Background: an optimization exercise with open tools, aiming at small area. Do not read the settings as production practice. In this exercise RTL edits were held to simulation tests only and were not proved equivalent to the original. Power and IR drop assume default switching activity.

`flow/design.v`:
```
module dmd_draw (
    input  wire        clk,
    input  wire        rst,
    input  wire        cmd_valid,
    output wire        cmd_ready,
    input  wire [31:0] cmd_data,
    output wire        busy,
    output wire        ill,
    input  wire [6:0]  rd_addr,
    output wire [7:0]  rd_data
);
    localparam [4:0] S_IDLE = 5'd0;    
    localparam [4:0] S_PASS = 5'd1;    
    localparam [4:0] S_WPIX = 5'd2;    
    localparam [4:0] S_L1   = 5'd3;    
    localparam [4:0] S_T1   = 5'd4;    
    localparam [4:0] S_T2   = 5'd5;    
    localparam [4:0] S_T3   = 5'd6;    
    localparam [4:0] S_T4   = 5'd7;    
    localparam [4:0] S_LA   = 5'd8;    
    localparam [4:0] S_LX   = 5'd9;    
    localparam [4:0] S_LY   = 5'd10;   
    localparam [4:0] S_LF1  = 5'd11;   
    localparam [4:0] S_LF2  = 5'd12;   
    localparam [4:0] S_CI   = 5'd13;   
    localparam [4:0] S_CPA  = 5'd14;   
    localparam [4:0] S_CPB  = 5'd15;   
    localparam [4:0] S_CS1  = 5'd16;   
    localparam [4:0] S_CS0  = 5'd17;   
    localparam [4:0] S_CS2  = 5'd18;   
    localparam [4:0] S_CS3  = 5'd19;   
    reg  [1023:0] ring;             
    reg  [9:0]    c;                
    wire [7:0]    tin = ring[1023:1016];
    wire [7:0]    tnew;
    wire [6:0] ridx = c[6:0] + ~rd_addr;
    reg  [7:0] rd_or, rd_g;
    integer ri, rj;
    always @(*) begin
        rd_or = 8'd0;
        for (ri = 0; ri < 16; ri = ri + 1) begin
            rd_g = 8'd0;
            for (rj = 0; rj < 8; rj = rj + 1)
                rd_g = rd_g | (ring[64*ri + 8*rj +: 8] & {8{ridx[2:0] == rj[2:0]}});
            rd_or = rd_or | (rd_g & {8{ridx[6:3] == ri[3:0]}});
        end
    end
    assign rd_data = rd_or;
    always @(posedge clk) begin
        ring <= {ring[1015:0], tnew};
        c    <= rst ? 10'd0 : c + 10'd1;
    end
    reg  [4:0]  st;
    reg  [1:0]  ph;             
    reg         wp;             
    reg  [1:0]  kd;             
    reg         bad;            
    reg         nop;            
    reg         opf, opv;       
    reg         ill_q;
    reg  [15:0] X, Y;           
    reg  [16:0] P, Q;           
    reg  [17:0] F;              
    reg         xmaj;
    reg  [2:0]  k;              
    reg  [5:0]  xl;             
    reg         xon;            
    assign busy = (st != S_IDLE);
    assign ill  = ill_q;
    wire [7:0]  op0  = cmd_data[31:24];
    wire [2:0]  md0  = cmd_data[18:16];
    wire        mok  = (md0 <= 3'd4);
    wire        multi = (op0 == 8'h01) | (op0[7:2] == 6'b000100);
    wire        lg_clr = ((cmd_data & 32'hFFFFFFFE) == 32'h02000000);
    wire        lg_tst = ((cmd_data & 32'hFFFFFFFC) == 32'h14000000);
    wire        lg_wp  = ((cmd_data & 32'hFFF8FFFE) == 32'h01000000) & mok;
    wire        lg_sh  = ((cmd_data & 32'h00F8FFFF) == 32'h0) & mok;
    wire        lg0    = (op0 == 8'h01) ? lg_wp : lg_sh;
    wire        v0     = (op0 == 8'h01) ? cmd_data[0] : 1'b1;
    wire        idle = (st == S_IDLE);
    wire        cpb  = (st == S_CPB);
    wire        Pz   = (P == 17'd0);
    wire        Qz   = (Q == 17'd0);
    wire        c_eq = (P == Q);
    wire        c_lt = (P < Q);
    wire        c_sk = (~c_lt & ~c_eq) | (k[2] & c_eq) |
                       (k[0] & (k[2] ? Qz : Pz)) | (k[1] & (k[2] ? Pz : Qz));
    wire        rev  = (~P[16] & ~Pz) | (Pz & ~Q[16] & ~Qz);
    wire        xm   = (st == S_T3) ? F[17] : xmaj;
    wire        l_s  = ~F[17];                   
    reg  [1:0]  a_sel;          
    reg         a_m1;
    reg  [2:0]  b_sel;          
    reg         b_sh, b_0, b_sub, b_ci;
    always @(*) begin
        a_sel = 2'd2; a_m1 = 1'b0;
        b_sel = 3'd0; b_sh = 1'b0; b_0 = 1'b0; b_sub = 1'b0; b_ci = 1'b0;
        case (st)
            S_IDLE: begin a_sel = 2'd0; b_sel = 3'd2; b_sub = 1'b1; end
            S_L1:   begin a_sel = 2'd1; b_sel = 3'd3; b_sub = 1'b1; end
            S_T1:   begin a_sel = 2'd3; b_sel = 3'd1; end
            S_T2:   begin b_sel = 3'd0; b_sub = 1'b1; end
            S_T3:   begin a_sel = 2'd3; a_m1 = rev; b_sel = {2'd0, xm}; b_sh = 1'b1; end
            S_T4:   begin b_sel = {2'd0, ~xm}; b_sub = 1'b1; end
            S_LX:   begin a_sel = 2'd0; b_sel = 3'd4; b_sub = ~P[16]; end
            S_LY:   begin a_sel = 2'd1; b_sel = 3'd4; b_sub = ~Q[16]; end
            S_LF1:  begin b_sel = {2'd0, ~xm}; b_sh = 1'b1; b_sub = 1'b1; end
            S_LF2:  begin b_sel = {2'd0, xm}; b_sh = 1'b1; end
            S_CI:   begin a_sel = 2'd3; b_sel = 3'd1; b_sub = 1'b1; end
            S_CPA:  begin a_sel = 2'd0; b_sel = {2'd0, k[2]}; b_sub = k[0]; end
            S_CPB:  begin a_sel = 2'd1; b_sel = {2'd0, ~k[2]}; b_sub = k[1]; end
            S_CS1:  begin a_sel = 2'd3; b_sel = 3'd0; b_ci = 1'b1; end
            S_CS0:  begin a_sel = 2'd3; a_m1 = 1'b1; b_sel = 3'd1; end
            S_CS2:  begin b_sel = 3'd1; b_sh = 1'b1; b_sub = 1'b1; end
            S_CS3:  begin b_sel = 3'd0; b_sh = 1'b1; b_0 = 1'b1; end
            default: ;
        endcase
    end
    reg  [17:0] aop;
    always @(*) begin
        case (a_sel)
            2'd0:    aop = {{2{X[15]}}, X};
            2'd1:    aop = {{2{Y[15]}}, Y};
            2'd2:    aop = F;
            default: aop = {18{a_m1}};
        endcase
    end
    reg  [16:0] bv;
    always @(*) begin
        case (b_sel)
            3'd0:    bv = P;
            3'd1:    bv = Q;
            3'd2:    bv = {cmd_data[15], cmd_data[15:0]};
            3'd3:    bv = {cmd_data[31], cmd_data[31:16]};
            default: bv = 17'd1;
        endcase
    end
    wire        binv = (b_sel[2:1] == 2'd0) ? (bv[16] ^ b_sub) : b_sub;
    wire [17:0] bop  = b_sh ? {bv, b_0} : {bv[16], bv};
    wire [17:0] S    = aop + (bop ^ {18{binv}}) + {17'd0, binv | b_ci};
    wire        pxon = cpb ? xon : (X[15:6] == 10'd0);
    wire [5:0]  pxl  = cpb ? xl  : X[5:0];
    wire        pyon = cpb ? (S[17:4] == 14'd0) : (Y[15:4] == 12'd0);
    wire [3:0]  pyl  = cpb ? S[3:0] : Y[3:0];
    wire        pon  = pxon & pyon;
    wire        phit = ({pyl, pxl[5:3]} == c[6:0]);
    wire        c_go = ~pon | phit;
    wire        l_end = ({Y, X} == cmd_data);
    wire [5:0]  sx = {c[2:0], c[9:7]};
    wire [3:0]  sy = c[6:3];
    function [1:0] xthr;            
        input [15:0] t;
        input [5:0]  v;
        begin
            if (t[15])                 xthr = 2'b10;
            else if (t[14:6] != 9'd0)  xthr = 2'b01;
            else                       xthr = {v >= t[5:0], v <= t[5:0]};
        end
    endfunction
    function [1:0] ythr;            
        input [15:0] t;
        input [3:0]  v;
        begin
            if (t[15])                 ythr = 2'b10;
            else if (t[14:4] != 11'd0) ythr = 2'b01;
            else                       ythr = {v >= t[3:0], v <= t[3:0]};
        end
    endfunction
    wire [1:0]  tx1 = xthr(X, sx);
    wire [1:0]  tx2 = xthr(cmd_data[15:0], sx);
    wire [1:0]  ty1 = ythr(Y, sy);
    wire [1:0]  ty2 = ythr(cmd_data[31:16], sy);
    wire        bR  = (tx1[1] & tx2[0]) | (tx2[1] & tx1[0]);
    wire        bE1 = tx1[1] & tx1[0];
    wire        bE2 = tx2[1] & tx2[0];
    wire        bIx = (~tx1[0] & ~tx2[1]) | (~tx2[0] & ~tx1[1]);
    wire        bC  = (ty1[1] & ty2[0]) | (ty2[1] & ty1[0]);
    wire        bF1 = ty1[1] & ty1[0];
    wire        bF2 = ty2[1] & ty2[0];
    wire        bIy = (~ty1[0] & ~ty2[1]) | (~ty2[0] & ~ty1[1]);
    wire        bodd = ((bF1 ^ bF2) & bR) ^ ((bE1 ^ bE2) & bC) ^ (bIx & bIy & kd[0]);
    wire        bany = ((bF1 | bF2) & bR) | ((bE1 | bE2) & bC) | (bIx & bIy & kd[0]);
    wire        bpix = opf ? bodd : bany;
    wire        fval = cmd_data[26] ? (cmd_data[0] ^ c[7] ^ (~cmd_data[1] & c[3]))
                                    : ~cmd_data[0];
    wire ill2    = bad | ((kd == 2'd1) & (cmd_data[31:16] != 16'd0));
    wire pass_go = (st == S_PASS) |
                   (idle & (c == 10'd0) & cmd_valid &
                    (((ph == 2'd0) & (lg_clr | lg_tst)) | ((ph == 2'd2) & kd[1] & ~ill2)));
    wire pass_fill = (ph == 2'd0);
    wire c_next = ((st == S_CPA) & (c_sk | ~S[17] & (S[16:6] != 11'd0) | S[17])) |
                  (cpb & c_go);
    wire c_done = c_next & (k == 3'd7) & ~c_lt;
    wire       pw    = ((st == S_WPIX) | (st == S_LA) | cpb) & pon & phit;
    wire       wen   = pass_go ? (pass_fill | bpix) : pw;
    wire [2:0] wbit  = ~(pass_go ? c[9:7] : pxl[2:0]);
    wire       wflip = ~(pass_go & pass_fill) & opf;
    wire       wv    = (pass_go & pass_fill) ? fval : opv;
    reg  [7:0] tn;
    always @(*) begin
        tn = tin;
        if (wen) tn[wbit] = wflip ? ~tin[wbit] : wv;
    end
    assign tnew = tn;
    reg rdy;
    always @(*) begin
        rdy = 1'b0;
        case (st)
            S_IDLE: case (ph)
                2'd0:    rdy = ~(lg_clr | lg_tst);
                2'd1:    rdy = 1'b1;
                default: rdy = ill2 | ((kd == 2'd1) & cmd_data[15]);
            endcase
            S_PASS: rdy = (c == 10'd1023);
            S_LA:   rdy = l_end & c_go;
            S_CPA, S_CPB: rdy = c_done;
            default: rdy = 1'b0;
        endcase
    end
    assign cmd_ready = rdy;
    always @(posedge clk) begin
        if (rst) begin
            st    <= S_IDLE;
            ph    <= 2'd0;
            ill_q <= 1'b0;
        end else begin
            case (st)
                S_IDLE: if (cmd_valid) begin
                    case (ph)
                        2'd0: begin
                            if (multi) begin
                                ph  <= 2'd1;
                                wp  <= (op0 == 8'h01);
                                kd  <= op0[1:0];
                                bad <= ~lg0;
                                nop <= (md0 == 3'd3) & ~v0;
                                opf <= (md0 == 3'd2) | ((md0 == 3'd4) & ~v0);
                                opv <= v0 ^ ((md0 == 3'd1) | (md0 == 3'd4));
                            end else if (lg_clr | lg_tst) begin
                                if (c == 10'd0) st <= S_PASS;
                            end else
                                ill_q <= 1'b1;
                        end
                        2'd1: begin
                            X <= cmd_data[15:0];
                            Y <= cmd_data[31:16];
                            if (wp) begin
                                ph <= 2'd0;
                                if (bad)       ill_q <= 1'b1;
                                else if (!nop) st <= S_WPIX;
                            end else
                                ph <= 2'd2;
                        end
                        default: begin
                            if (ill2) begin
                                ill_q <= 1'b1;
                                ph    <= 2'd0;
                            end else case (kd)
                                2'd0: begin
                                    P  <= S[16:0];
                                    st <= S_L1;
                                end
                                2'd1: begin
                                    if (cmd_data[15])
                                        ph <= 2'd0;
                                    else begin
                                        P  <= 17'd0;
                                        Q  <= {1'b0, cmd_data[15:0]};
                                        k  <= 3'd0;
                                        st <= S_CI;
                                    end
                                end
                                default: if (c == 10'd0) st <= S_PASS;
                            endcase
                        end
                    endcase
                end
                S_PASS: if (c == 10'd1023) begin
                    st <= S_IDLE;
                    ph <= 2'd0;
                end
                S_WPIX: if (c_go) st <= S_IDLE;
                S_L1: begin Q <= S[16:0]; st <= S_T1; end
                S_T1: begin F <= S; st <= S_T2; end
                S_T2: begin F <= S; st <= S_T3; end
                S_T3: begin F <= S; xmaj <= xm; st <= S_T4; end
                S_T4: begin F <= S; st <= S_LA; end
                S_LA: if (c_go) begin
                    if (l_end) begin
                        st <= S_IDLE;
                        ph <= 2'd0;
                    end else
                        st <= S_LX;
                end
                S_LX: begin
                    if (xmaj | l_s) X <= S[15:0];
                    st <= S_LY;
                end
                S_LY: begin
                    if (~xmaj | l_s) Y <= S[15:0];
                    st <= S_LF1;
                end
                S_LF1: begin
                    if (l_s) F <= S;
                    st <= S_LF2;
                end
                S_LF2: begin F <= S; st <= S_LA; end
                S_CI: begin F <= S; st <= S_CS3; end
                S_CPA: begin
                    xl  <= S[5:0];
                    xon <= (S[17:6] == 12'd0);
                    if (!c_next) st <= S_CPB;
                end
                S_CS1: begin P <= S[16:0]; st <= S_CS0; end
                S_CS0: begin
                    if (~F[17]) Q <= S[16:0];
                    st <= S_CS2;
                end
                S_CS2: begin
                    if (~F[17]) F <= S;
                    st <= S_CS3;
                end
                S_CS3: begin F <= S; st <= S_CPA; end
                default: ;
            endcase
            if (c_next) begin
                k <= k + 3'd1;
                if (k == 3'd7) begin
                    if (c_lt) st <= S_CS1;
                    else begin
                        st <= S_IDLE;
                        ph <= 2'd0;
                    end
                end else
                    st <= S_CPA;
            end
        end
    end
endmodule
```
`flow/flow/run.sh`:
```
#!/bin/bash
# The standard ORFS layout (standard.sh), except that synthesis maps the
# logic with an area-oriented ABC script (flow/abc_area_map.script) in place
# of ORFS's speed script.  Registers, flattening and renaming are those of
# the standard synthesis; every later step is the standard flow.
set -euo pipefail
here=$(pwd)
rm -rf "$here/scripts_abc"
cp -r "$FLOW_HOME/scripts" "$here/scripts_abc"
cp "$here/flow/abc_area_map.script" "$here/scripts_abc/abc_speed.script"
bash standard.sh SCRIPTS_DIR="$here/scripts_abc" synth > "$here/synth.log" 2>&1
bash standard.sh finish > "$here/layout.log" 2>&1
```
`flow/flow/abc_area_map.script`:
```
strash
&get -n
&st
&dch
&nf -R 1000 -p
&put
mfs2
strash
dch -f
amap
topo
stime -c
buffer -c
dnsize -c
```
`flow/standard.sh`:
```
#!/bin/bash
# synth_recipe.tcl (not shown) runs the flow's synth.tcl, then flattens the netlist and writes it again
# the make line also repeats each setting of config.mk as NAME=value (left out here)
make -C /OpenROAD-flow-scripts/flow DESIGN_CONFIG=/design/flow/config.mk WORK_HOME=/design/flow/orfs CLKGATE_MAP_FILE= SYNTH_SCRIPT=/design/flow/synth_recipe.tcl "${@:-finish}"
```
`flow/config.mk`:
```
export PLATFORM = sky130hd
export DESIGN_NAME = dmd_draw
export DESIGN_NICKNAME = dmd_draw
export VERILOG_FILES = /design/flow/design.v
export SDC_FILE = /design/flow/constraint.sdc
export NUM_CORES = 4
export LEC_CHECK = 0
export CAP_MARGIN = 20
export CORE_MARGIN = 2
export CORE_UTILIZATION = 40
export CTS_BUF_LIST = sky130_fd_sc_hd__clkbuf_8
export CTS_CLUSTER_DIAMETER = 100
export CTS_CLUSTER_SIZE = 14
export SLEW_MARGIN = 20
```
`flow/constraint.sdc`:
```
create_clock -name core_clock -period 12.0 [get_ports {clk}]
set_input_delay 2.4000 -clock core_clock [delete_from_list [all_inputs] [get_ports {clk}]]
set_output_delay 2.4000 -clock core_clock [all_outputs]
set_load 0.01 [all_outputs]
```
==> notes.md, run 1 <==
status=no timing/DRC/antenna violations; Synth Register Bits=1144; met2 wire length=44390 um; vias in the first global route=24830; part of the Yosys area used for sequential elements=0.6728; Fin Hold WS=0.3199 ns; die height=302.1 um; average cell area after synthesis=11.69 um2; Final period util=0.9261; Crit. End Element=output pin; Post-synth EDFFs=102; synthesized instance count=3041; DRC Markers=0; Hold Crit Class=reg2reg; routed wire length=102100 um; pin count of the biggest net entering global routing=129; worst stage delay on the critical path=0.59 ns; Crit Path Max Fanout=24; Crit-path slowest cell=or4_1; core box area=88240 um2; htree depth=3; Inst Count DP=4189; maxcap violations=0; 1st-pass router iterations=9; worst skew pair latency=0.75 ns; Crit path top cell by count=nor2_1; grt total ovfl=0; Final ANT Viol Nets=0; clk slew on worst S/H paths=0.10 ns; Ys Warns=1; post-CTS sizing=0; hold_buf cts=0; CTS tree=yes; syn nets=3154; fmax=89.99 MHz; Critical Path AT=8.71 ns; Layout area overhead=10.35%; Power per Cell Area=284.1 nW/um2; routed len/inst=23.72 um; leakage power=0.01409 uW; die area=91290 um2; share of cells above drive strength 1=0.07116; Post-synth ARST share=0; clk root buf=clkbuf_8; min cycle time layout=11.11 ns; cell area after synthesis=35560 um2; Routed met1 length=46040 um; final setup violating endpoints=0; Final Hold Vio Count=0; DRC marker count from the first detailed-route iteration=3241; I/O Buffers=52; ys flop type=dfxtp_1; Setup Buffers After CTS=0; HP Start=ring[745]; Total GRT Usage=0.2197; Fin Setup TNS=0 ns; Initial Util=0.4030; global-route wire length before repair=153800 um; Worst Skew=0.04216 ns; fin. max-slew vios=0; io pins=53; critical path class=reg2out; fin cells=4304; Rel. slew slack=0.2455; synth unique cells=52; initial antenna violation count=5; reg2reg start=st[4]; RSZ-0062 raised after global routing=no; beginning of the critical path=st[4]; Worst Tran Pin Value=1.128 ns; TritonCTS buffer count=92; nets@finish=3231; number of clock sinks=1144; Critical Path Source Type=flip-flop; vias per inst=5.900; top sig layer=met5; via count=25400; Rows=109; final core utilization=0.4446; Clock Path Buffers=3; Data required, critical path=9.60 ns; Die X=302.1 um; RD Place Congestion=0.9899; highest ir drop seen on vdd=1.380 mV; routed wl met3=8260 um; DPL Wire Length=64560 um
==> synth_stat cells (all sizes together), types with 23 or more instances <==
cell type | instances | share of area
a21oi | 69 | 0.0097
inv | 197 | 0.021
ha | 68 | 0.024
nand4 | 46 | 0.0081
a22o | 24 | 0.0059
dfxtp | 1042 | 0.59
a31oi | 95 | 0.017
nand2 | 134 | 0.014
nand3 | 23 | 0.0032
a41oi | 32 | 0.0079
buf | 24 | 0.0025
o21ai | 58 | 0.0082
a2111oi | 23 | 0.0057
a221oi | 36 | 0.0089
nor3 | 53 | 0.0075
a22oi | 171 | 0.036
clkbuf | 117 | 0.012
nor2 | 240 | 0.025
o22ai | 124 | 0.022
a222oi | 183 | 0.052
edfxtp | 102 | 0.086
nor4 | 40 | 0.0070
==> cell families after synthesis <==
| family | Yosys count | synth area share |
|---|---|---|
| compound gates | 886 | 0.1890 |
| buf+inv | 343 | 0.03621 |
| simple gates | 597 | 0.07636 |
| fa+ha+maj | 71 | 0.02562 |
| flops | 1144 | 0.6728 |
==> routing by layer <==
| metal | up-vias | global-route usage |
|---|---|---|
| met1 | 12480 | 0.3122 |
| met2 | 1087 | 0.3344 |
| met3 | 204 | 0.04381 |
| met4 | 2 | 0.07143 |
| met5 | - | 0.008282 |
| li1 | 11620 | - |
==> flip-flops by register name (all words and copies together), names as in the netlist, 2 cells and up <==
register  cells
xl            6
X            16
ph            2
st            5
kd            2
P            17
F            18
c            10
k             3
ring       1024
Y            16
Q            17
==> area by class of cell <==
class	count	area [um2]
Antenna cell	5	12.51
Clock buffer	96	1321
Clock inverter	14	105.1
Fill cell	8219	49000
Inverter	202	758.2
Multi-Input combinational cell	1554	10500
Sequential cell	1144	23930
Tap cell	1165	1458
Timing Repair Buffer	124	1151
==> path summary, 6_finish.rpt <==
kind         slack (ns)   endpoint  cells after the start
max reg2reg        3.03    ring[4]                     41
min                0.32  ring[753]                      0
min reg2reg        0.32  ring[753]                      0
max                0.89  cmd_ready                     39
==> cells in the final DEF, fill, tap and decap left out, types with 5 or more instances in the layout <==
| cell | count |
|---|---|
| or4_1 | 8 |
| edfxtp_1 | 102 |
| nor2b_1 | 18 |
| o21ai_0 | 54 |
| a222oi_1 | 183 |
| a41oi_1 | 32 |
| a31oi_1 | 94 |
| or3_1 | 13 |
| o221ai_1 | 9 |
| clkinv_1 | 5 |
| nand2_1 | 134 |
| o22ai_1 | 123 |
| a22oi_1 | 171 |
| buf_4 | 65 |
| dfxtp_1 | 1039 |
| a311oi_1 | 6 |
| or2_2 | 16 |
| o32ai_1 | 5 |
| clkbuf_8 | 96 |
| diode_2 | 5 |
| inv_1 | 204 |
| a221oi_1 | 33 |
| nand4_1 | 46 |
| a2111oi_0 | 23 |
| nand3_1 | 22 |
| a211oi_1 | 11 |
| a21oi_1 | 69 |
| nor3_2 | 9 |
| nor3_1 | 43 |
| nor4_1 | 38 |
| buf_12 | 7 |
| nor2_1 | 237 |
| a22o_1 | 24 |
| o21bai_1 | 6 |
| clkdlybuf4s50_1 | 51 |
| ha_1 | 68 |
==> power breakdown <==
part           internal (uW)  switching [uW]  total, uW
Clock                    728            1190       1920
Sequential              4280             140       4420
Combinational           1430            3380       4800
Total                   6440            4710      11100
==> through the flow <==
stage          power [uW]  setup WS (ns)  cell area (um2)
2_1_floorplan        7169          1.999            35560
3_3_place_gp         9006         0.3303            37710
3_5_place_dp         8999         0.2773            37720
5_1_grt             11680         0.2497            39240
4_1_cts             10900        0.01071            39150
6_report            11150         0.8871            39240
==> critical path: cells and delay by family, from the launching register on <==
kind | cells | cell delay (ns)
AO/OA/AOI/OAI | 17 | 3.39
adder cells (fa/ha/maj) | 1 | 0.37
flip-flops | 1 | 0.43
AND/OR/NAND/NOR | 16 | 2.84
buffers and inverters | 5 | 0.93
==> inputs of run 2 (changes only) <==
--- a/flow/design.v
+++ b/flow/design.v
@@ -104,2 +104,3 @@
             S_T4:   begin b_sel = {2'd0, ~xm}; b_sub = 1'b1; end
+            S_LA:   begin a_sel = {1'b0, ~xmaj}; b_sel = {2'd1, ~xmaj}; b_sub = 1'b1; end
             S_LX:   begin a_sel = 2'd0; b_sel = 3'd4; b_sub = ~P[16]; end
@@ -147,3 +148,3 @@
     wire        c_go = ~pon | phit;
-    wire        l_end = ({Y, X} == cmd_data);
+    wire        l_end = (S == 18'd0);
     wire [5:0]  sx = {c[2:0], c[9:7]};
==> run 2 against run 1 <==
  * Register-to-register slack gained 0.43 ns
  * Flip-flop and latch count unchanged
  * Synthesized area shrank 0.81%
  * Power down 15%
  * Global-route usage down 0.89 points
  * Non-clock buffer count is 1 lower
  * Sequential share of layout area rose by 0.44 points
  * Critical path depth grew 6
  * Maximum frequency shrank 0.72%
  * Core utilization increased by 0.29 points
==> notes.md, run 2 <==
fmax=89.33 MHz (-0.72%); Crit Path Max Fanout=30 (+25%); most frequent cells in the layout=dfxtp_1 (1041), nor2_1 (230), a222oi_1 (182); clk root buf=clkbuf_8; max FFs per register=1024 (unchanged); htree depth=3 (unchanged); vias per inst=5.789 (-1.9%); cell area after synthesis=35270 um2 (-0.81%); average cell area after synthesis=11.76 um2 (+0.62%); Final Hold Vio Count=0 (unchanged); Synth Register Bits=1144 (unchanged); ys flop type=dfxtp_1; syn nets=3111 (-1.4%); Data required, critical path=9.60 ns (about the same); Layout area overhead=10.43% (about the same); Final ANT Viol Nets=0 (unchanged); Initial Util=0.4053 (+0.002333); routed wire length=96900 um (-5.1%); die area=90570 um2 (-0.79%); combinational fraction of design power=0.359 (-0.072); synthesized instance count=2998 (-1.4%); grt total ovfl=0 (unchanged); DRC marker count from the first detailed-route iteration=2945 (-9.1%); fin cells=4255 (-1.1%); Worst Skew=0.07230 ns (+0.03015 ns); Post-synth EDFFs=102 (unchanged); global-route wire length before repair=147900 um (-3.8%); commonest non-fill, non-tap cell in the layout=dfxtp_1; worst skew pair latency=0.75 ns (about the same); Critical Path Source Type=flip-flop; RSZ-0062 raised after global routing=no; maxcap violations=0 (unchanged); top cells by count, synth=dfxtp_1 (1042), nor2_1 (235), a222oi_1 (182); TritonCTS buffer count=92 (unchanged); CTS tree=yes; synth unique cells=51 (-1.9%); Die X=300.9 um (-0.40%); I/O Buffers=52 (unchanged); number of clock sinks=1144 (unchanged); Power per Cell Area=242.1 nW/um2 (-15%); Fin Setup TNS=0 ns (unchanged); Top Registers=ring (1024), F (18); leading area contributor after synthesis=dfxtp_1; final setup violating endpoints=0 (unchanged); clock network fraction of design power=0.203 (+0.031); highest ir drop seen on vdd=0.2264 mV (-84%); Post-synth ARST share=0 (unchanged); Rows=108 (-0.92%); sequential power share=0.439 (+0.042); fin. max-slew vios=0 (unchanged); Synth area leaders=dfxtp_1 (59%), edfxtp_1 (8.7%), a222oi_1 (5.2%); Rel. slew slack=0.2261 (-0.01944); clk slew on worst S/H paths=0.11 ns (about the same); vias in the first global route=24440 (-1.6%); Worst Tran Pin Value=1.149 ns (+0.02039 ns); share of the synthesized area in the top cell type=0.5914 (+0.004766); initial antenna violation count=2 (-3); via count=24630 (-3.0%); core box area=87020 um2 (-1.4%); 1st-pass router iterations=6 (-3); hold_buf cts=0 (unchanged); leakage power=0.01391 uW (-1.3%); NetSw=3608 uW (-23%); Final period util=0.9328 (+0.006746); status=no timing/DRC/antenna violations; DRC Markers=0 (unchanged); RD Place Congestion=0.9789 (-1.1%); part of the Yosys area used for sequential elements=0.6783 (+0.005466); P_int=5821 uW (-9.5%); io pins=53 (unchanged); Crit path top cell by count=nor2_1; switch share=0.3826 (-0.04008); Crit. End Element=output pin; largest register by flop count=ring; die height=300.9 um (-0.40%); top-count cell post-synth=dfxtp_1; worst stage delay on the critical path=0.49 ns (-0.10 ns); nets@finish=3194 (-1.1%); share of cells above drive strength 1=0.07069 (-0.0004643); Ys Warns=1 (unchanged); Crit-path slowest cell=fa_1; Total GRT Usage=0.2107 (-0.008924); number of fill cells in the layout=8143 (-0.92%); Clock Path Buffers=3 (unchanged); routed len/inst=22.77 um (-4.0%); critical path class=reg2out; min cycle time layout=11.19 ns (+0.08095 ns); DPL Wire Length=60950 um (-5.6%); Inst Count DP=4137 (-1.2%); Critical Path AT=8.79 ns (+0.08 ns); Hold Crit Class=reg2reg; pin count of the biggest net entering global routing=126 (-2.3%)
run 2: changes by cell type after synthesis, sizes merged, moves of 14 or more:
cell   delta
inv      -30
o22ai    -27
nand2    +24
o21ai    +17
a31oi    -14
run 2: timing repair:
item,4_1_cts,5_1_grt
hold endpoints to repair,0,0
setup endpoints to repair,1,1
setup buffers,0,5
gates resized for setup,1,17
pin swaps,0,2
run 2: worst paths after layout:
path	start	to	slack [ns]	cells after the start
setup / recovery	st[1]	cmd_ready	0.81	45
hold / removal	ring[432]	ring[440]	0.31	0
setup reg to reg	st[1]	st[3]	3.46	47
hold reg to reg	ring[432]	ring[440]	0.31	0
run 2: cells by family after synthesis:
kind of cell               after synthesis  synth area share
DFF                                   1144            0.6783
and+or+nand+nor                        621           0.08003
buffers and inverters                  309           0.03289
adders and majority gates               71           0.02583
AOI/OAI and AO/OA                      853            0.1830
run 2: power by group through the flow:
stage	clock network, uW	registers [uW]	logic (uW)
6_report	1910	4140	3380
3_3_place_gp	0	4230	3200
3_5_place_dp	0	4230	3220
2_1_floorplan	0	4200	1990
5_1_grt	2100	4150	3670
4_1_cts	1960	4140	3240
run 2: cell type report:
type,instances,area [um2],area share
Multi-Input combinational cell,1545,10350,0.2657
Clock buffer,94,1294,0.03322
Antenna cell,2,5.005,0.0001285
Inverter,175,656.9,0.01686
Tap cell,1155,1445,0.03710
Sequential cell,1144,23920,0.6142
Timing Repair Buffer,123,1151,0.02955
Clock inverter,17,123.9,0.003180
run 2: per-stage QoR:
stage | hold slack (ns) | utilization | area, um2 | power, uW | setup slack [ns]
after global routing | 0.3014 | 0.4476 | 38950 | 9920 | 0.1400
after floorplan | 0.3230 | - | 35270 | 6191 | 2.089
after CTS | 0.2897 | 0.4464 | 38840 | 9340 | 0.01776
after detailed placement | 0.3302 | 0.4300 | 37420 | 7446 | 0.3587
after global placement | 0.3258 | 0.4297 | 37390 | 7431 | 0.3993
final | 0.3134 | 0.4476 | 38950 | 9429 | 0.8061
run 2: critical path: cells and delay by family, from the launching register on:
kind                       cells  cell delay, ns
and+or+nand+nor               16            2.06
buffers and inverters          9            1.59
DFF                            1            0.46
AOI/OAI and AO/OA             18            2.97
adders and majority gates      2            0.96
run 2: metal layers:
layer | up-vias | track usage | wire length [um]
li1 | 11440 | - | -
met1 | 12000 | 0.2974 | 43970
met2 | 1025 | 0.3264 | 42700
met3 | 172 | 0.03045 | 6890
met4 | 0 | 0.08162 | 3335
met5 | - | 0 | 0
==> inputs of run 3 (changes only) <==
--- a/flow/design.v
+++ b/flow/design.v
@@ -31,2 +31,4 @@
     localparam [4:0] S_CS3  = 5'd19;   
+    localparam [4:0] S_C0   = 5'd20;   
+    localparam [4:0] S_C1   = 5'd21;   
     reg  [1023:0] ring;             
@@ -64,2 +66,3 @@
     reg         xmaj;
+    reg         lx;             
     reg  [2:0]  k;              
@@ -98,3 +101,9 @@
         case (st)
-            S_IDLE: begin a_sel = 2'd0; b_sel = 3'd2; b_sub = 1'b1; end
+            S_IDLE: if (ph == 2'd1) begin     
+                        a_sel = 2'd3; b_sel = {2'd1, lx};
+                    end else begin             
+                        a_sel = 2'd0; b_sel = 3'd2; b_sub = 1'b1;
+                    end
+            S_C0:   begin a_sel = 2'd3; a_m1 = 1'b1; b_sel = 3'd4; end
+            S_C1:   begin a_sel = 2'd3; b_sel = 3'd2; end
             S_L1:   begin a_sel = 2'd1; b_sel = 3'd3; b_sub = 1'b1; end
@@ -211,3 +220,3 @@
                 2'd0:    rdy = ~(lg_clr | lg_tst);
-                2'd1:    rdy = 1'b1;
+                2'd1:    rdy = lx;
                 default: rdy = ill2 | ((kd == 2'd1) & cmd_data[15]);
@@ -226,2 +235,3 @@
             ill_q <= 1'b0;
+            lx    <= 1'b0;
         end else begin
@@ -244,5 +254,8 @@
                         end
-                        2'd1: begin
-                            X <= cmd_data[15:0];
-                            Y <= cmd_data[31:16];
+                        2'd1: if (!lx) begin
+                            X  <= S[15:0];
+                            lx <= 1'b1;
+                        end else begin
+                            Y  <= S[15:0];
+                            lx <= 1'b0;
                             if (wp) begin
@@ -267,6 +280,4 @@
                                     else begin
-                                        P  <= 17'd0;
-                                        Q  <= {1'b0, cmd_data[15:0]};
                                         k  <= 3'd0;
-                                        st <= S_CI;
+                                        st <= S_C0;
                                     end
@@ -308,2 +319,4 @@
                 S_LF2: begin F <= S; st <= S_LA; end
+                S_C0: begin P <= S[16:0]; st <= S_C1; end
+                S_C1: begin Q <= S[16:0]; st <= S_CI; end
                 S_CI: begin F <= S; st <= S_CS3; end
==> flow/flow/abc_area_map.script (replaced) <==
strash
&get -n
&st
&dch
&nf -R 1000 -p
&put
mfs2
strash
dc2
dch -f
amap
topo
stime -c
buffer -c
dnsize -c
==> run 3 against run 2 <==
  * Final cell count shrank 1.8%
  * Sequential power grew 11%
  * Combinational power shrank 2%
  * Die area shrank 0.79%
  * Critical path type is now in2out
  * Worst hold slack lost 0.011 ns
  * Wire length grew 3.6%
  * Sequential share of layout area grew 0.23 points
  * Global-route usage grew 0.76 points
  * Highest routed layer unchanged
  * Largest power group unchanged
  * Maximum frequency shrank 2.8%
  * Power grew 4.0%
  * Critical endpoint unchanged
  * Largest cell class unchanged
  * Synthesized area shrank 0.79%
  * Synthesized cell count shrank 2.9%
==> notes.md, run 3 <==
Synth Register Bits=1145 (+0.087%); Crit-path slowest cell=or4_1; largest family of logic cells by synthesized area=compound AO/OA/AOI/OAI gates; io pins=53 (unchanged); Total GRT Usage=0.2184 (+0.007618); via count=24460 (-0.69%); DRC marker count from the first detailed-route iteration=2651 (-10%); Critical Path AT=9.11 ns (+0.32 ns); r2r setup slk=2.82 ns (-0.64 ns); Post-synth ARST share=0 (unchanged); initial antenna violation count=3 (+1); Reg-to-Reg End=ring[0]; CTS tree=yes; nets@finish=3117 (-2.4%); global-route wire length before repair=152600 um (+3.2%); vias in the first global route=25220 (+3.2%); critical path class=in2out; Rows=108 (unchanged); Post-synth EDFFs=102 (unchanged); htree depth=3 (unchanged); synthesized instance count=2910 (-2.9%); top-count cell post-synth=dfxtp_1; Critical Path Source Type=input port; Post-Synth Adder-Cell Area=0.02603 (+0.0002069); DPL Wire Length=64400 um (+5.7%); Final Hold Vio Count=0 (unchanged); Crit. End Element=output pin; grt total ovfl=0 (unchanged); Layout area overhead=11.07%; syn nets=3023 (-2.8%); final setup violating endpoints=0 (unchanged); Crit path top cell by count=nor2_1; fmax=86.86 MHz (-2.8%); routed wire length=100400 um (+3.6%); Reg2Reg Depth=51 (+8.5%); DRC Markers=0 (unchanged); Worst Tran Pin Value=1.135 ns (-0.01341 ns); max FFs per register=1024 (unchanged); clk slew on worst S/H paths=0.09 ns (-0.02 ns); multi-input logic area=10020 um2 (-3.2%); FF/Latch Area=23960 um2 (+0.16%); HP Start=ring[3]; final worst slack=0.4872 ns (-0.3190 ns); Data required, critical path=9.60 ns (about the same); Power per Cell Area=252.2 nW/um2 (+4.2%); RD Place Congestion=0.8995 (-8.1%); clk root buf=clkbuf_8; final instance area=38860 um2 (-0.22%); worst stage delay on the critical path=0.49 ns (about the same); average cell area after synthesis=12.02 um2 (+2.2%); number of fill cells in the layout=7852 (-3.6%); worst skew pair latency=0.75 ns (about the same); ys flop type=dfxtp_1; Worst Skew=0.06394 ns (-0.008364 ns); maxcap violations=0 (unchanged); vias per inst=5.853 (+1.1%); 1st-pass router iterations=7 (+1); Initial Util=0.4033 (-0.001968); Min-Delay Endpoint=ring[11]; Hold Crit Class=reg2reg; reg2reg start=st[2]; TritonCTS buffer count=92 (unchanged); number of clock sinks=1145 (+0.087%); Fin Setup TNS=0 ns (unchanged); top cells by count, synth=dfxtp_1 (1043), a222oi_1 (202), inv_1 (186); Die X=299.8 um (-0.39%); Ys Warns=1 (unchanged); Bufs and invs on worst path=5 (-4); cell area after synthesis=34990 um2 (-0.79%); Post-Place Worst Slack=0.04194 ns (-0.3167 ns); pin count of the biggest net entering global routing=129 (+2.4%); Synth Area in Compound Gates=0.1848 (+0.001859); leading area contributor after synthesis=dfxtp_1; share of the synthesized area in the top cell type=0.5967 (+0.005310); commonest non-fill, non-tap cell in the layout=dfxtp_1; Hold Crit Depth=0 (unchanged); die height=299.8 um (-0.39%); Crit Path Max Fanout=3 (-90%); Top Registers=ring (1024), F (18); core box area=86750 um2 (-0.31%); die area=89860 um2 (-0.79%); I/O Buffers=52 (unchanged); hold_buf cts=0 (unchanged); Final ANT Viol Nets=0 (unchanged); part of the Yosys area used for sequential elements=0.6843 (+0.006005); leakage power=0.01405 uW (+1.0%); fin. max-slew vios=0 (unchanged); highest ir drop seen on vdd=0.3661 mV (+62%); routed len/inst=24.02 um (+5.5%); share of cells above drive strength 1=0.09070 (+0.02001); Rel. slew slack=0.2431 (+0.01703); Final period util=0.9594 (+0.02658); Fin Hold WS=0.3029 ns (-0.01051 ns); Cell Area, Placed=37270 um2 (-0.41%); min cycle time layout=11.51 ns (+0.3190 ns); Clock Path Buffers=3 (unchanged); post-synthesis simple-gate area fraction=0.06912 (-0.01091); Largest delay share family, worst path=simple AND/OR/NAND/NOR gates; synth unique cells=57 (+12%); largest register by flop count=ring; post-synthesis mux area share=0 (unchanged); post-synthesis xor/xnor area fraction=0 (unchanged); status=no timing/DRC/antenna violations; Synth area leaders=dfxtp_1 (60%), edfxtp_1 (8.8%), a222oi_1 (5.8%); most frequent cells in the layout=dfxtp_1 (1038), a222oi_1 (202), inv_1 (191)
run 3: changes by cell type in the layout (fill, tap and decap cells not counted), sizes merged, moves of 11 or more:
| cell | change |
|---|---|
| inv | +18 |
| a222oi | +20 |
| nand2 | -14 |
| nand4 | -17 |
| nor2 | -66 |
| a22oi | -17 |
| o21ai | +15 |
| a31oi | -17 |
| a311oi | +14 |
| o22ai | -48 |
| nor3 | -11 |
| buf | +25 |
run 3: what timing repair did:
action | in CTS | in global routing
setup buffers | 1 | 4
endpoints found under the hold margin | 0 | 0
resized for setup | 14 | 42
cloned | 0 | 0
endpoints found under the setup margin | 1 | 1
pin swaps | 1 | 4
run 3: cell families after synthesis:
logic type,count (synthesis)
compound gates,837
buf+inv,333
simple gates,524
fa+ha+maj,71
flops,1145
run 3: how the worst max path moves through the flow:
stage                     end  depth (start not counted)          from  slack, ns
global route        cmd_ready                         48         st[2]      -0.03
global placement    cmd_ready                         38  cmd_data[16]       0.16
detailed placement  cmd_ready                         42  cmd_data[16]       0.04
floorplan           cmd_ready                         49         st[0]       1.56
CTS                 cmd_ready                         49         st[1]       0.01
finish              cmd_ready                         42  cmd_data[16]       0.49
run 3: report_power, final:
| group | leakage (uW) | internal (uW) | total (uW) | switching (uW) |
|---|---|---|---|---|
| Sequential | 0.00933 | 4470 | 4600 | 122 |
| Combinational | 0.00396 | 1070 | 3300 | 2230 |
| Clock | 0.000757 | 708 | 1910 | 1200 |
run 3: per-layer routing:
layer / track usage / wire length (um) / share of wire
met5: 0 / 0 / 0
met4: 0.07179 / 2803 / 0.028
met3: 0.03375 / 6565 / 0.065
met2: 0.3618 / 47250 / 0.47
met1: 0.2925 / 43770 / 0.44
run 3: stage by stage:
stage / instances / total power (uW) / util
after CTS: 4172 / 9755 / 0.4463
after detailed placement: 4060 / 7858 / 0.4296
after floorplan: 2910 / 6548 / -
after global routing: 4179 / 10360 / 0.4480
after global placement: 4060 / 7804 / 0.4296
final: 4179 / 9804 / 0.4480
run 3: area by class of cell:
cell class / instances / area share
multi-input combinational: 1432 / 0.2577
inverter: 186 / 0.01806
timing repair buffer: 147 / 0.03396
clock inverter: 19 / 0.003734
tap: 1155 / 0.03718
sequential: 1145 / 0.6165
clock buffer: 92 / 0.03258
antenna: 3 / 0.0001932
==> inputs of run 4 (changes only) <==
==> flow/flow/abc_area_map.script (replaced) <==
strash
&get -n
&st
&dch
&nf -R 1000 -p
&put
mfs2
strash
dch -f
amap
topo
stime -c
buffer -c
dnsize -c
==> run 4 against run 3 <==
  * Power up 7.2%
  * Critical endpoint unchanged
  * Synthesized area about the same
  * Sequential power grew 2%
==> notes.md, run 4 <==
status=no timing/DRC/antenna violations; Worst Skew=0.04971 ns (-0.01423 ns); leading area contributor after synthesis=dfxtp_1; Ys Warns=1 (unchanged); Initial Util=0.4034 (about the same); HP Start=ring[982]; I/O Buffers=52 (unchanged); worst skew pair latency=0.75 ns (about the same); pin count of the biggest net entering global routing=105 (-19%); largest register by flop count=ring; nets@finish=3117 (unchanged); number of clock sinks=1145 (unchanged); Reg-to-Reg End=st[3]; GRT met1 Usage=0.3001 (+0.007649); worst stage delay on the critical path=0.60 ns (+0.11 ns); routed wire length=100800 um (+0.42%); max FFs per register=1024 (unchanged); global-route wire length before repair=152700 um (about the same); syn nets=3041 (+0.60%); Largest delay share family, worst path=compound AO/OA/AOI/OAI gates; Crit path top cell by count=inv_1; Synth area leaders=dfxtp_1 (60%), edfxtp_1 (8.8%), a222oi_1 (5.1%); Clock Path Buffers=3 (unchanged); 1st-pass router iterations=8 (+1); Hold Crit Class=reg2reg; FF/Latch Area=23940 um2 (about the same); Crit-path slowest cell=clkdlybuf4s50_1; average cell area after synthesis=11.95 um2 (-0.60%); vias in the first global route=24960 (-1.0%); core box area=86750 um2 (unchanged); critical path class=reg2out; Synth Register Bits=1145 (unchanged); final instance area=38630 um2 (-0.59%); Power per Cell Area=272.0 nW/um2 (+7.8%); Data required, critical path=9.60 ns (about the same); r2r setup slk=3.42 ns (+0.60 ns); final setup violating endpoints=0 (unchanged); share of cells above drive strength 1=0.07079 (-0.01991); Final period util=0.9421 (-0.01729); Fin Setup TNS=0 ns (unchanged); part of the Yosys area used for sequential elements=0.6842 (about the same); Post-synth ARST share=0 (unchanged); Critical Path AT=8.91 ns (-0.20 ns); leakage power=0.01386 uW (-1.3%); beginning of the critical path=st[3]; Post-synth EDFFs=102 (unchanged); Final Hold Vio Count=0 (unchanged); min cycle time layout=11.31 ns (-0.2075 ns); Top Registers=ring (1024), F (18); number of fill cells in the layout=7907 (+0.70%); most frequent cells in the layout=dfxtp_1 (1043), inv_1 (188), a222oi_1 (177); io pins=53 (unchanged); GR peak layer=met2; top-count cell post-synth=dfxtp_1; Rel. slew slack=0.2340 (-0.009130); RSZ-0062 raised after global routing=no; cell area after synthesis=35000 um2 (about the same); vias per inst=5.815 (-0.64%); share of the synthesized area in the top cell type=0.5966 (about the same); clk root buf=clkbuf_8; CTS tree=yes; routed len/inst=24.11 um (+0.37%); via count=24310 (-0.60%); die height=299.8 um (about the same); Layout area overhead=10.40%; DPL Wire Length=64800 um (+0.62%); initial antenna violation count=2 (-1); Fin Hold WS=0.3119 ns (+0.008979 ns); RD Place Congestion=0.9068 (+0.81%); Rows=108 (unchanged); fin. max-slew vios=0 (unchanged); maxcap violations=0 (unchanged); highest ir drop seen on vdd=0.3578 mV (-2.3%); multi-input logic area=10050 um2 (+0.29%); DRC marker count from the first detailed-route iteration=2625 (-0.98%); Critical Path Source Type=flip-flop; reg2reg start=st[3]; synth unique cells=52 (-8.8%); met2 Usage GRT=0.3555 (-0.006324); grt total ovfl=0 (unchanged); Die X=299.8 um (about the same); synthesized instance count=2928 (+0.62%); commonest non-fill, non-tap cell in the layout=dfxtp_1; top cells by count, synth=dfxtp_1 (1043), inv_1 (180), a222oi_1 (177); Global Route met3 Usage=0.03179 (-0.001951); Crit Path Max Fanout=13 (+10); clk slew on worst S/H paths=0.10 ns (about the same); Cell Area, Placed=37050 um2 (-0.57%); Crit. End Element=output pin; Bufs and invs on worst path=10 (+5); TritonCTS buffer count=93 (+1.1%); Final ANT Viol Nets=0 (unchanged); fmax=88.45 MHz (+1.8%); DRC Markers=0 (unchanged); Reg2Reg Depth=48 (-5.9%); die area=89870 um2 (about the same); ys flop type=dfxtp_1; Min-Delay Endpoint=ring[990]; Worst Tran Pin Value=1.146 ns (+0.01028 ns); Hold Crit Depth=0 (unchanged); htree depth=3 (unchanged); Total GRT Usage=0.2185 (about the same)
[run 4: cell types whose count changed in the layout (fill, tap and decap cells not counted), sizes merged, moves of 12 or more]
cell,change
a2111oi,+15
a22oi,+13
a22o,+13
buf,-32
nand2,+15
a222oi,-25
a211oi,-12
a21oi,+13
a31oi,+22
a311oi,-14
[run 4: timing repair]
item	4_1_cts	5_1_grt
hold buffers	0	0
buffers inserted	0	0
gates resized for setup	1	19
endpoints found under the setup margin	1	1
cloned	0	0
pin swaps	0	0
[run 4: kinds of logic after synthesis]
kind of cell	Yosys count	synth area share
AOI/OAI and AO/OA	844	0.1826
adders and majority gates	71	0.02603
buffers and inverters	316	0.03389
DFF	1145	0.6842
and+or+nand+nor	552	0.07336
[run 4: worst register-to-register path, delay by kind of cell, from the launching register on]
| family | cells | cell delay (ns) |
|---|---|---|
| buffers and inverters | 10 | 1.33 |
| adders and majority gates | 1 | 0.35 |
| DFF | 1 | 0.30 |
| AOI/OAI and AO/OA | 17 | 3.86 |
| and+or+nand+nor | 20 | 2.68 |
[run 4: how the worst max path moves through the flow]
stage / end / slack, ns / cells past startpoint
after global routing: cmd_ready / 0.07 / 39
after detailed placement: cmd_ready / 0.72 / 33
after global placement: cmd_ready / 0.86 / 34
after CTS: cmd_ready / 0.006 / 47
final: cmd_ready / 0.69 / 47
after floorplan: cmd_ready / 2.59 / 38
[run 4: report_power, final]
part | internal (uW) | switching [uW] | leakage (uW)
registers | 4580 | 118 | 0.00933
logic | 1120 | 2740 | 0.00375
clock network | 726 | 1230 | 0.000784
total | 6420 | 4090 | 0.0139
[run 4: stage by stage]
step	instances	power (uW)	setup WS (ns)	utilization
floorplan	2928	7121	2.585	-
global placement	4063	8447	0.8618	0.4271
detailed placement	4063	8503	0.7182	0.4271
CTS	4177	10450	0.005524	0.4441
global route	4181	11110	0.06785	0.4453
finish	4181	10510	0.6947	0.4453
[run 4: cell type report]
cell class	count	share of cell area
flip-flops and latches	1145	0.6197
clock buffers	93	0.03313
multi-input cells	1467	0.2600
diodes	3	0.0001943
repair buffers	116	0.02698
clock inverters	21	0.004955
well taps	1155	0.03741
inverters	181	0.01759
[run 4: routing by layer]
metal,share of wire,wire length (um)
met1,0.45,44860
met3,0.067,6749
met2,0.46,46680
met5,0,0
met4,0.025,2518
==> inputs of run 5 (changes only) <==
==> flow/flow/abc_area_map.script (replaced) <==
strash
&get -n
&st
&dch
&nf -R 1000 -p
&put
mfs2
strash
dch -f
amap
topo
stime -c
dnsize -c
==> run 5 against run 4 <==
  * Worst hold slack improved by 0.0053 ns
  * Final cell count decreased by 0.29%
  * Via count increased by 0.79%
  * Core utilization increased by 0.79 points
==> notes.md, run 5 <==
Hold Crit Depth=0 (unchanged); maxcap violations=0 (unchanged); die height=297.6 um (-0.72%); fmax=88.23 MHz (-0.26%); synthesized instance count=2793 (-4.6%); Crit Path Max Fanout=7 (-6); part of the Yosys area used for sequential elements=0.6942 (+0.01005); highest ir drop seen on vdd=0.3083 mV (-14%); routed len/inst=23.95 um (-0.69%); final core utilization=0.4533 (+0.007925); Post-Place Worst Slack=0.4263 ns (-0.2919 ns); Worst Skew=0.05846 ns (+0.008746 ns); nets@finish=3121 (+0.13%); switch share=0.3919 (+0.002901); Hold Crit Class=reg2reg; most frequent cells in the layout=dfxtp_1 (1043), clkinv_1 (177), a222oi_1 (177); top-count cell post-synth=dfxtp_1; P_int=6456 uW (+0.54%); NetSw=4161 uW (+1.8%); share of cells above drive strength 1=0.06911 (-0.001677); routed wire length=99840 um (-0.97%); via count=24510 (+0.79%); Initial Util=0.4044 (+0.001024); r2r setup slk=3.34 ns (-0.08 ns); Final ANT Viol Nets=0 (unchanged); leakage power=0.01330 uW (-4.0%); Post-synth EDFFs=102 (unchanged); cell area after synthesis=34490 um2 (-1.4%); Crit path top cell by count=nor2_1; critical path class=reg2out; beginning of the critical path=st[1]; Total GRT Usage=0.2202 (+0.001702); leading area contributor after synthesis=dfxtp_1; min cycle time layout=11.33 ns (+0.02899 ns); I/O Buffers=52 (unchanged); commonest non-fill, non-tap cell in the layout=dfxtp_1; io pins=53 (unchanged); HP Start=ring[848]; RSZ-0062 raised after global routing=no; Rel. slew slack=0.2713 (+0.03734); grt total ovfl=0 (unchanged); initial antenna violation count=3 (+1); status=no timing/DRC/antenna violations; top cells by count, synth=dfxtp_1 (1043), clkinv_1 (181), a222oi_1 (177); number of fill cells in the layout=7716 (-2.4%); RD Place Congestion=0.9408 (+3.7%); Synth Register Bits=1145 (unchanged); sequential power share=0.443 (-0.004); vias per inst=5.878 (+1.1%); final setup violating endpoints=0 (unchanged); Fin Setup TNS=0 ns (unchanged); Min-Delay Endpoint=ring[856]; average cell area after synthesis=12.35 um2 (+3.3%); DRC marker count from the first detailed-route iteration=2761 (+5.2%); Power per Cell Area=274.7 nW/um2 (+0.97%); Post-synth ARST share=0 (unchanged); hold_buf cts=0 (unchanged); Clock Path Buffers=3 (unchanged); clk slew on worst S/H paths=0.10 ns (about the same); DRC Markers=0 (unchanged); fin. max-slew vios=0 (unchanged); Critical Path Source Type=flip-flop; Crit. End Element=output pin; vias in the first global route=25050 (+0.37%); Die X=297.6 um (-0.72%); Ys Warns=1 (unchanged); Synth area leaders=dfxtp_1 (61%), edfxtp_1 (8.9%), a222oi_1 (5.1%); ys flop type=dfxtp_1; pin count of the biggest net entering global routing=93 (-11%); Reg2Reg Depth=43 (-10%); CTS tree=yes; number of clock sinks=1145 (unchanged); die area=88590 um2 (-1.4%); final worst slack=0.6657 ns (-0.02899 ns); share of the synthesized area in the top cell type=0.6054 (+0.008766); Data required, critical path=9.60 ns (about the same); Crit-path slowest cell=clkdlybuf4s50_1; Worst Tran Pin Value=1.065 ns (-0.08015 ns); Layout area overhead=12.08%; Rows=107 (-0.93%); Final period util=0.9445 (+0.002416); worst stage delay on the critical path=0.59 ns (about the same); clk root buf=clkbuf_8; Fin Hold WS=0.3172 ns (+0.005303 ns); core box area=85280 um2 (-1.7%); synth unique cells=48 (-7.7%); Final Hold Vio Count=0 (unchanged); max FFs per register=1024 (unchanged); TritonCTS buffer count=91 (-2.2%); htree depth=3 (unchanged); largest register by flop count=ring; global-route wire length before repair=152900 um (+0.11%); combinational fraction of design power=0.379 (+0.012); worst skew pair latency=0.75 ns (about the same); reg2reg start=st[1]; 1st-pass router iterations=6 (-2); Top Registers=ring (1024), F (18); Reg-to-Reg End=st[3]; syn nets=2906 (-4.4%); Pwr Total=10620 uW (+1.0%); Critical Path AT=8.93 ns (+0.02 ns); clock network fraction of design power=0.178 (-0.008); DPL Wire Length=66310 um (+2.3%)
## run 5: stage by stage
| step | cells | instance area [um2] |
|---|---|---|
| finish | 4169 | 38650 |
| global route | 4169 | 38650 |
| CTS | 4167 | 38560 |
| detailed placement | 4058 | 37140 |
| global placement | 4058 | 37130 |
| floorplan | 2793 | 34530 |
## run 5: cell families (layout without fill, tap and decap cells)
logic type	Yosys count	in the layout	synth area share
flip-flops	1145	1145	0.6942
adder cells (fa/ha/maj)	71	71	0.02641
AO/OA/AOI/OAI	844	844	0.1852
AND/OR/NAND/NOR	552	552	0.07444
buffers and inverters	181	412	0.01970
other	0	1	0
## run 5: layer usage
layer,global-route usage,wire [um]
met5,0,0
met4,0.06710,2773
met3,0.02673,5705
met2,0.3642,47150
met1,0.3015,44210
## run 5: layout make-up
class	instances	area, um2	share of cell area
Tap cell	1144	1431	0.03703
Multi-Input combinational cell	1467	10120	0.2619
Sequential cell	1145	23940	0.6194
Antenna cell	1	2.502	0.00006474
Clock buffer	93	1280	0.03311
Inverter	181	683.2	0.01767
Timing Repair Buffer	122	1071	0.02771
Clock inverter	16	121.4	0.003140
## run 5: repair_timing
item / 4_1_cts / 5_1_grt
buffers inserted: 0 / 1
pin swaps: 0 / 2
setup endpoints to repair: 1 / 1
endpoints found under the hold margin: 0 / 0
resized for setup: 4 / 25
## run 5: worst max-delay path, delay by kind of cell (launching register included)
family                     cells  cell delay (ns)
DFF                            1             0.51
buffers and inverters          7             1.60
and+or+nand+nor               20             3.22
AOI/OAI and AO/OA             14             2.66
adders and majority gates      1             0.21
## run 5: how the worst max path moves through the flow
stage | end | slack, ns
CTS | cmd_ready | 0.04
floorplan | rd_data[1] | 0.66
global route | cmd_ready | 0.02
finish | cmd_ready | 0.67
detailed placement | cmd_ready | 0.43
global placement | cmd_ready | 0.53
## run 5: power by group through the flow
stage	registers, uW	logic (uW)	clock network, uW
global route	4720	4440	2090
global placement	4780	3760	0
finish	4700	4020	1890
detailed placement	4780	3770	0
floorplan	4730	2390	0
CTS	4700	3820	1950
==> inputs of run 6 (changes only) <==
==> flow/flow/abc_area_map.script (replaced) <==
strash
&get -n
&st
&dch
&nf -R 1000 -p
&put
mfs2
strash
dch -f
amap
topo
stime -c
buffer -c
dnsize -c
--- a/flow/config.mk
+++ b/flow/config.mk
@@ -7,3 +7,3 @@
 export LEC_CHECK = 0
-export CAP_MARGIN = 20
+export CAP_MARGIN = 0
 export CORE_MARGIN = 2
@@ -13,2 +13,2 @@
 export CTS_CLUSTER_SIZE = 14
-export SLEW_MARGIN = 20
+export SLEW_MARGIN = 0
==> run 6 against run 5 <==
  * Wire length increased by 1.1%
  * Non-clock buffer count decreased by 7
  * Power decreased by 1.0%
  * Critical endpoint unchanged
  * Final cell count increased by 0.26%
  * Clock power increased by 4%
  * Register-to-register slack improved by 0.12 ns
  * Still clean
  * Flip-flop and latch count unchanged
==> notes.md, run 6 <==
clk slew on worst S/H paths=0.10 ns (about the same); synthesized instance count=2928 (+4.8%); DRC marker count from the first detailed-route iteration=2745 (-0.58%); beginning of the critical path=st[3]; fin. max-slew vios=0 (unchanged); Setup Buffers After CTS=0 (unchanged); Critical Path AT=8.88 ns (-0.05 ns); worst stage delay on the critical path=0.60 ns (about the same); Top Registers=ring (1024), F (18); Final Hold Vio Count=0 (unchanged); core box area=86750 um2 (+1.7%); routed len/inst=24.14 um (+0.80%); min cycle time layout=11.28 ns (-0.04933 ns); Clock Path Buffers=3 (unchanged); Data required, critical path=9.60 ns (about the same); sequential power share=0.447 (+0.004); I/O Buffers=52 (unchanged); reg2reg start=st[3]; final worst slack=0.7151 ns (+0.04933 ns); Ys Warns=1 (unchanged); Reg-to-Reg End=st[3]; die area=89870 um2 (+1.4%); Post-synth ARST share=0 (unchanged); Layout area overhead=10.36%; global-route wire length before repair=152700 um (-0.11%); grt total ovfl=0 (unchanged); via count=24440 (-0.29%); number of clock sinks=1145 (unchanged); share of cells above drive strength 1=0.07048 (+0.001369); Crit. End Element=output pin; max FFs per register=1024 (unchanged); switch share=0.3890 (-0.002934); largest register by flop count=ring; Die X=299.8 um (+0.72%); Synth Register Bits=1145 (unchanged); Final period util=0.9404 (-0.004111); DPL Wire Length=64800 um (-2.3%); status=no timing/DRC/antenna violations; routed wire length=100900 um (+1.1%); Final ANT Viol Nets=0 (unchanged); clk root buf=clkbuf_8; ys flop type=dfxtp_1; vias in the first global route=24960 (-0.37%); syn nets=3041 (+4.6%); vias per inst=5.846 (-0.55%); crit path to=cmd_ready; synth unique cells=52 (+8.3%); TritonCTS buffer count=93 (+2.2%); Crit-path slowest cell=clkdlybuf4s50_1; RD Place Congestion=0.9068 (-3.6%); P_int=6420 uW (-0.56%); nets@finish=3116 (-0.16%); leakage power=0.01386 uW (+4.2%); hold_buf cts=0 (unchanged); worst skew pair latency=0.75 ns (about the same); Rows=108 (+0.93%); cell area after synthesis=35000 um2 (+1.5%); highest ir drop seen on vdd=0.3569 mV (+16%); 1st-pass router iterations=9 (+3); Post-synth EDFFs=102 (unchanged); final instance area=38620 um2 (about the same); DRC Markers=0 (unchanged); Cell Area, Placed=37050 um2 (-0.22%); fmax=88.61 MHz (+0.44%); average cell area after synthesis=11.95 um2 (-3.2%); htree depth=3 (unchanged); r2r setup slk=3.46 ns (+0.12 ns); clock network fraction of design power=0.187 (+0.009); Worst Tran Pin Value=1.139 ns (+0.07404 ns); RSZ-0062 raised after global routing=no; die height=299.8 um (+0.72%); top-count cell post-synth=dfxtp_1; Rel. slew slack=0.2381 (-0.03326); number of fill cells in the layout=7907 (+2.5%); Reg2Reg Depth=48 (+12%); Crit Path Max Fanout=13 (+6); part of the Yosys area used for sequential elements=0.6842 (-0.01005); critical path class=reg2out; Fin Setup TNS=0 ns (unchanged); combinational fraction of design power=0.366 (-0.013); io pins=53 (unchanged); Post-Place Worst Slack=0.7182 ns (+0.2919 ns); pin count of the biggest net entering global routing=105 (+13%); Power per Cell Area=272.1 nW/um2 (-0.95%); Total GRT Usage=0.2185 (-0.001702); Critical Path Source Type=flip-flop; CTS tree=yes; top cells by count, synth=dfxtp_1 (1043), inv_1 (180), a222oi_1 (177); Worst Skew=0.05155 ns (-0.006909 ns); Hold Crit Class=reg2reg; initial antenna violation count=2 (-1); final setup violating endpoints=0 (unchanged); most frequent cells in the layout=dfxtp_1 (1043), inv_1 (188), a222oi_1 (177); Initial Util=0.4034 (-0.001024); Pwr Total=10510 uW (-1.0%); NetSw=4087 uW (-1.8%); share of the synthesized area in the top cell type=0.5966 (-0.008766); leading area contributor after synthesis=dfxtp_1; Synth area leaders=dfxtp_1 (60%), edfxtp_1 (8.8%), a222oi_1 (5.1%); Crit path top cell by count=inv_1; commonest non-fill, non-tap cell in the layout=dfxtp_1; maxcap violations=0 (unchanged)
[run 6: cell count changes after synthesis]
cell | previous run | this run
and2_0 | 1 | 0
clkinv_1 | 181 | 1
inv_1 | 0 | 180
clkbuf_1 | 0 | 115
o21ai_0 | 86 | 83
buf_1 | 0 | 20
o21ai_1 | 0 | 3
and2_1 | 0 | 1
or2_2 | 0 | 16
or2_0 | 16 | 0
[run 6: final cells by class]
| class | instances | area, um2 | share of cell area |
|---|---|---|---|
| Timing Repair Buffer | 115 | 1031 | 0.02669 |
| Sequential cell | 1145 | 23940 | 0.6199 |
| Multi-Input combinational cell | 1467 | 10050 | 0.2601 |
| Antenna cell | 3 | 7.507 | 0.0001944 |
| Clock buffer | 93 | 1280 | 0.03314 |
| Tap cell | 1155 | 1445 | 0.03742 |
| Clock inverter | 21 | 191.4 | 0.004956 |
| Inverter | 181 | 679.4 | 0.01759 |
[run 6: metal layers]
metal  wire (um)  global-route usage  vias up
met1       44820              0.3001    12130
met5           0                   0        -
met2       46880              0.3555     1001
met4        2473             0.06964        0
met3        6732             0.03179      151
li1            -                   -    11160
[run 6: worst min path at each step]
stage / slack [ns] / depth (start not counted) / to / start
3_3_place_gp: 0.33 / 0 / ring[1020] / ring[1012]
2_1_floorplan: 0.32 / 0 / ring[1020] / ring[1012]
3_5_place_dp: 0.33 / 0 / ring[361] / ring[353]
4_1_cts: 0.31 / 0 / ring[307] / ring[299]
5_1_grt: 0.31 / 0 / ring[307] / ring[299]
6_report: 0.31 / 0 / ring[990] / ring[982]
[run 6: worst max-delay path, delay by kind of cell, from the launching register on]
family | cells | cell delay, ns
flops | 1 | 0.30
simple gates | 20 | 2.50
buf+inv | 10 | 1.75
fa+ha+maj | 1 | 0.35
compound gates | 16 | 3.22
[run 6: repair_timing]
item                                    in CTS  in global routing
gates resized for setup                      1                 19
pin swaps                                    0                  0
endpoints found under the setup margin       1                  1
[run 6: logic make-up after synthesis]
group	count (synthesis)	share of synthesized area
buffers and inverters	316	0.03389
adders and majority gates	71	0.02603
and+or+nand+nor	552	0.07336
DFF	1145	0.6842
AOI/OAI and AO/OA	844	0.1826
[run 6: power groups by stage]
stage          clock network [uW]  registers (uW)  logic (uW)
2_1_floorplan                   0            4730        2390
3_3_place_gp                    0            4770        3670
3_5_place_dp                    0            4780        3720
4_1_cts                      2010            4690        3750
5_1_grt                      2150            4720        4250
6_report                     1960            4700        3850
[run 6: metrics by stage]
step / utilization / instances / hold WS (ns)
6_report: 0.4452 / 4180 / 0.3113
5_1_grt: 0.4452 / 4180 / 0.3111
4_1_cts: 0.4441 / 4177 / 0.3101
3_5_place_dp: 0.4271 / 4063 / 0.3289
3_3_place_gp: 0.4271 / 4063 / 0.3269
2_1_floorplan: - / 2928 / 0.3235
==> inputs of run 7 (changes only) <==
--- a/flow/config.mk
+++ b/flow/config.mk
@@ -7,5 +7,5 @@
 export LEC_CHECK = 0
-export CAP_MARGIN = 0
+export CAP_MARGIN = 10
 export CORE_MARGIN = 2
-export CORE_UTILIZATION = 40
+export CORE_UTILIZATION = 50
 export CTS_BUF_LIST = sky130_fd_sc_hd__clkbuf_8
@@ -13,2 +13,3 @@
 export CTS_CLUSTER_SIZE = 14
-export SLEW_MARGIN = 0
+export PLACE_DENSITY = 0.62
+export SLEW_MARGIN = 10
==> run 7 against run 6 <==
  * Wire length shrank 4.6%
  * Via count shrank 0.17%
  * Worst setup slack got worse by 0.017 ns
  * Flip-flop and latch count unchanged
  * Sequential share of layout area up 0.60 points
  * Critical endpoint unchanged
  * Largest cell class unchanged
  * Largest power group unchanged
==> notes.md, run 7 <==
io pins=53 (unchanged); fin. max-slew vios=0 (unchanged); share of the synthesized area in the top cell type=0.5966 (unchanged); syn nets=3041 (unchanged); status=no timing/DRC/antenna violations; leading area contributor after synthesis=dfxtp_1; Clock Path Buffers=3 (unchanged); Inst Count DP=3840 (-5.5%); largest register by flop count=ring; DPL Wire Length=61600 um (-4.9%); fmax=88.48 MHz (-0.15%); via count=24400 (-0.17%); Initial Util=0.5024 (+0.09895); share of cells above drive strength 1=0.06509 (-0.005388); Total GRT Usage=0.2628 (+0.04435); Synth Register Bits=1145 (unchanged); most frequent cells in the layout=dfxtp_1 (1043), inv_1 (190), a222oi_1 (177); Post-synth EDFFs=102 (unchanged); core box area=69660 um2 (-20%); Pwr Total=10320 uW (-1.8%); number of clock sinks=1145 (unchanged); maxcap violations=0 (unchanged); worst stage delay on the critical path=0.52 ns (-0.08 ns); global-route wire length before repair=144800 um (-5.2%); Crit. End Element=output pin; Critical Path Source Type=flip-flop; CTS tree=yes; initial antenna violation count=4 (+2); Crit-path slowest cell=clkdlybuf4s50_1; top cells by count, synth=dfxtp_1 (1043), inv_1 (180), a222oi_1 (177); synthesized instance count=2928 (unchanged); fin cells=3953 (-5.4%); number of fill cells in the layout=5932 (-25%); Rel. slew slack=0.2158 (-0.02230); commonest non-fill, non-tap cell in the layout=dfxtp_1; cell area after synthesis=35000 um2 (unchanged); min cycle time layout=11.30 ns (+0.01689 ns); Crit Path Max Fanout=13 (unchanged); vias in the first global route=24290 (-2.7%); grt total ovfl=0 (unchanged); Critical Path AT=8.90 ns (+0.02 ns); clk root buf=clkbuf_8; nets@finish=3108 (-0.26%); critical path class=reg2out; die area=72120 um2 (-20%); part of the Yosys area used for sequential elements=0.6842 (unchanged); Data required, critical path=9.60 ns (about the same); leakage power=0.01381 uW (-0.35%); Final Hold Vio Count=0 (unchanged); clk slew on worst S/H paths=0.09 ns (about the same); average cell area after synthesis=11.95 um2 (unchanged); Layout area overhead=9.313%; routed len/inst=24.34 um (+0.84%); max FFs per register=1024 (unchanged); highest ir drop seen on vdd=0.5452 mV (+53%); Final period util=0.9418 (+0.001408); Top Registers=ring (1024), F (18); pin count of the biggest net entering global routing=101 (-3.8%); TritonCTS buffer count=92 (-1.1%); Largest delay share family, worst path=compound AO/OA/AOI/OAI gates; Fin Setup TNS=0 ns (unchanged); ys flop type=dfxtp_1; worst skew pair latency=0.72 ns (-0.03 ns); Crit path top cell by count=inv_1; die height=268.6 um (-10%); top-count cell post-synth=dfxtp_1; DRC Markers=0 (unchanged); hold_buf cts=0 (unchanged); htree depth=3 (unchanged); vias per inst=6.171 (+5.6%); Post-synth ARST share=0 (unchanged)
-- run 7: cell count changes in the layout (fill, tap and decap cells not counted), moves of 2 or more --
cell / previous run / this run
inv_12: 2 / 0
buf_12: 3 / 6
inv_16: 2 / 0
buf_4: 60 / 50
bufinv_16: 0 / 2
inv_1: 188 / 190
-- run 7: cells by family after synthesis --
group	share of synthesized area
DFF	0.6842
AOI/OAI and AO/OA	0.1826
and+or+nand+nor	0.07336
buffers and inverters	0.03389
adders and majority gates	0.02603
-- run 7: layout make-up --
class,instances,area (um2),share of cell area
clock inverter,18,151.4,0.003957
sequential,1145,23940,0.6259
inverter,181,679.4,0.01776
antenna,2,5.005,0.0001308
tap,940,1176,0.03074
clock buffer,92,1266,0.03310
multi-input combinational,1467,10020,0.2619
timing repair buffer,108,1016,0.02656
-- run 7: through the flow --
step / hold WS (ns) / utilization / setup WS (ns) / instance area [um2]
2_1_floorplan: 0.3235 / - / 2.585 / 35000
3_3_place_gp: 0.3293 / 0.5278 / 0.9036 / 36770
3_5_place_dp: 0.3302 / 0.5278 / 0.7581 / 36770
4_1_cts: 0.3327 / 0.5482 / 0.03834 / 38190
5_1_grt: 0.3380 / 0.5491 / -0.07408 / 38250
6_report: 0.3247 / 0.5491 / 0.6982 / 38260
-- run 7: worst paths after layout --
| path | endpoint | depth (start not counted) | slack (ns) | startpoint |
|---|---|---|---|---|
| hold reg to reg | ring[694] | 0 | 0.32 | ring[686] |
| hold / removal | ring[694] | 0 | 0.32 | ring[686] |
| setup / recovery | cmd_ready | 42 | 0.70 | st[3] |
| setup reg to reg | st[1] | 44 | 3.50 | st[3] |
-- run 7: timing repair --
item | in CTS | in global routing
setup buffers | 0 | 1
resized for setup | 0 | 14
setup endpoints to repair | 0 | 1
-- run 7: worst reg2reg max path: cells and delay by family (launching register included) --
family	cells	cell delay, ns
buf+inv	11	1.48
flops	1	0.39
simple gates	14	2.38
compound gates	17	3.23
fa+ha+maj	2	0.92
-- run 7: where the power goes --
part | total [uW] | internal (uW) | switching (uW)
registers | 4690 | 4580 | 115
clock network | 1920 | 743 | 1180
logic | 3700 | 1090 | 2610
-- run 7: routing by layer --
metal,track usage,wire length [um],vias up,share of wire
li1,-,-,11120,-
met1,0.3538,42220,12070,0.44
met2,0.4200,43680,996,0.45
met3,0.05187,6986,202,0.073
met4,0.09985,3316,4,0.034
met5,0,27,-,0.00028

Check on run 7: ideal ports give 0.698 ns setup slack; a clkbuf_16 on the clock port and buf_2 on the inputs give 0.641 ns; moving port delays by the midpoint clock arrival (0.757 ns) as well gives 0.787 ns.
